This is an optimization exercise on Yosys and OpenROAD, whose aim is small area, a short achievable clock period and few clock cycles per item, not a production implementation.
RTL that was checked went through simulation tests only; none was proved equivalent to the original.
Power is estimated from default activity; no workload was simulated.

// sleipnir_fr
module sleipnir_fr (
    input  wire         clk,
    input  wire         rst,           
    input  wire         in_valid,
    input  wire [7:0]   in_data,
    output wire         in_ready,
    output reg          ev_valid,
    output reg  [2:0]   ev_code,
    output reg  [4:0]   ev_skip,
    output reg  [4:0]   ev_len,
    output wire [199:0] ev_payload
);
    reg [255:0] pbuf_n;
    wire [255:0] pbuf = ~pbuf_n;
    reg [24:0] mk_n;     
    reg [7:0] inq;       
    reg       inq_v;
    reg       rdy;       
    reg       hold;      
    reg [5:0] n;         
    reg [5:0] w;         
    reg [7:0] xr;        
    reg       last_a0;   
    reg       last_0d;   
    reg       pend;      
    reg       rpl;       
    reg [4:0] rp;        
    assign in_ready = rdy;
    integer k;
    wire accept = in_valid & ~hold;
    wire [7:0] rbyte = pbuf[{rp, 3'b000} +: 8];
    wire       full_dead = (n == 6'd32) && (w == 6'd32);
    wire       proc  = rpl | (inq_v & ~full_dead);
  ...
Settings: LEC_CHECK=0, CAP_MARGIN=20, CORE_MARGIN=2, CORE_UTILIZATION=45, CTS_BUF_LIST=sky130_fd_sc_hd__clkbuf_8 sky130_fd_sc_hd__clkbuf_4, CTS_CLUSTER_SIZE=30, PLACE_DENSITY=0.6, SETUP_SLACK_MARGIN=1.5, SLEW_MARGIN=20; clock period 20.0 ns.
standard.sh (not shown) runs the stock make flow with config.mk's settings and CLKGATE_MAP_FILE= SYNTH_SCRIPT=/design/flow/synth_recipe.tcl, a recipe that flattens the netlist after the stock synthesis.
==> flow/flow/run.sh <==
#!/bin/bash
set -euo pipefail
export BUFFER_PORTS_ARGS="-buffer_cell sky130_fd_sc_hd__buf_2"
sed 's/SETUP_SLACK_MARGIN=[^ ]*/SETUP_SLACK_MARGIN=14.8/' standard.sh > flow_std.sh
bash flow_std.sh > standard.log 2>&1
Rerun with:
==> flow/flow/run.sh (replaced) <==
#!/bin/bash
# Standard layout (the standard.sh), with port buffers of buf_2 cells
# instead of the default delay-cell buffers.
export BUFFER_PORTS_ARGS="-buffer_cell sky130_fd_sc_hd__buf_2"
bash standard.sh > standard.log 2>&1
After rerunning:
- die area is unchanged
- cell area falls by a little under a tenth
- non-clock buffer count falls by 96
- setup slack got worse by 150 ps
- synthesized cell count does not change
- worst hold slack improved by 16 ps
- combinational power stays flat
Rerun with:
--- a/flow/config.mk
+++ b/flow/config.mk
@@ -9,6 +9,4 @@
 export CORE_MARGIN = 2
-export CORE_UTILIZATION = 45
-export CTS_BUF_LIST = sky130_fd_sc_hd__clkbuf_8 sky130_fd_sc_hd__clkbuf_4
-export CTS_CLUSTER_SIZE = 30
-export PLACE_DENSITY = 0.6
+export CORE_UTILIZATION = 25
+export PLACE_DENSITY = 0.38
 export SETUP_SLACK_MARGIN = 1.5
Effect: Global-route usage went down by 8.8 points. Cell area climbs by 3.5%. Die area grows by 78%. Maximum frequency fell by about 1.5%.
Rerun with:
==> flow/flow/run.sh (replaced) <==
#!/bin/bash
set -euo pipefail
export BUFFER_PORTS_ARGS="-buffer_cell sky130_fd_sc_hd__buf_2"
sed 's/SETUP_SLACK_MARGIN=[^ ]*/SETUP_SLACK_MARGIN=15.3/' standard.sh > flow_std.sh
bash flow_std.sh > standard.log 2>&1
--- a/flow/config.mk
+++ b/flow/config.mk
@@ -9,4 +9,6 @@
 export CORE_MARGIN = 2
-export CORE_UTILIZATION = 25
-export PLACE_DENSITY = 0.38
+export CORE_UTILIZATION = 45
+export CTS_BUF_LIST = sky130_fd_sc_hd__clkbuf_8 sky130_fd_sc_hd__clkbuf_4
+export CTS_CLUSTER_SIZE = 30
+export PLACE_DENSITY = 0.6
 export SETUP_SLACK_MARGIN = 1.5
The changed run completed with no timing, DRC or antenna violations.
Setup slack is better by 270 ps.
Clock-buffer cell count is higher by 39.
Hold slack is better by 9.9 ps.
Via count increases by a few percent.
Combinational power goes down by a few percent.
Synthesized cell count stays the same.
Total power went down by roughly a tenth.
Critical path depth does not change.
Function was not checked in any run of this note: the RTL went through the layout flow alone.


Another version of the RTL of sleipnir_fr (not shown whole).
For scale: roughly 310 flip-flops, ~230 I/O pins, ~13,000 µm² of cells after synthesis.
Settings: LEC_CHECK=0, CAP_MARGIN=20, CORE_MARGIN=2, CORE_UTILIZATION=70, CTS_BUF_LIST=sky130_fd_sc_hd__clkbuf_16, CTS_CLUSTER_DIAMETER=100, CTS_CLUSTER_SIZE=25, PLACE_DENSITY=0.85, SETUP_SLACK_MARGIN=1.5, SLEW_MARGIN=20; clock period 20.0 ns.
==> flow/flow/run.sh <==
#!/bin/bash
# The standard layout (standard.sh), with port buffers of buf_1 cells
# instead of the default delay-cell buffers (clkdlybuf4s50_1), which are
# larger and slower.  Every other step, and the SDC, are the standard flow's.
set -euo pipefail
export BUFFER_PORTS_ARGS="-buffer_cell sky130_fd_sc_hd__buf_1"
bash standard.sh > standard.log 2>&1
Testbench counts at the start, summed over its fixed seeds: cycles 34,799, bytes 32,206.
Rerun with:
--- a/flow/config.mk
+++ b/flow/config.mk
@@ -9,3 +9,3 @@
 export CORE_MARGIN = 2
-export CORE_UTILIZATION = 70
+export CORE_UTILIZATION = 45
 export CTS_BUF_LIST = sky130_fd_sc_hd__clkbuf_16
@@ -13,3 +13,3 @@
 export CTS_CLUSTER_SIZE = 25
-export PLACE_DENSITY = 0.85
+export PLACE_DENSITY = 0.6
 export SETUP_SLACK_MARGIN = 1.5
First-iteration DRC count is lower by 33%. Clock power stays flat. Final area goes up by 1.3%. Setup slack is worse by 0.075 ns. Total power climbs by 0.34%. Cell count grows by 9.9%. Clock skew goes down by 0.0078 ns. Worst hold slack got worse by 0.034 ns. Clock-buffer cell count stays the same. Die area rose by 54%. Flip-flop and latch count does not change.

## static timing again, ports no longer ideal
In the flow no input, the clock included, has a driving cell. The finished layouts below were timed again as built, in two steps. Step 1 assumes that a clkbuf_16 drives the clock port and a buf_2 every other input. Step 2 moves the port delays by t, midway between the first and last clock arrival at a register: inputs arrive t later, outputs are due t later. That takes back most of the time a late clock gives input paths. a / b / c = ideal ports / drivers / drivers and shift; a / b = the first two.
| run | t, ns | setup slack, ns | cell pins on the clock port's net |
|---|---|---|---|
| the first run of note 1 | 0.613 | 14.674 / 14.628 / 14.634 | 1 |
| the second run of note 1 | 0.615 | 14.526 / 14.478 / 14.651 | 1 |
| the third run of note 1 | 0.604 | 14.444 / 14.388 / 14.638 | 1 |
| the fourth run of note 1 | 0.605 | 14.712 / 14.668 / 14.758 | 1 |
| the first run of note 2 | 0.545 | 14.503 / 14.454 / 14.549 | 1 |
| the second run of note 2 | 0.550 | 14.428 / 14.376 / 14.483 | 1 |
After both steps every run listed still meets setup and hold. The setup slack of the first run of note 1, which loses most, moves by -0.046 ns with the drivers and by -0.040 ns with both steps.
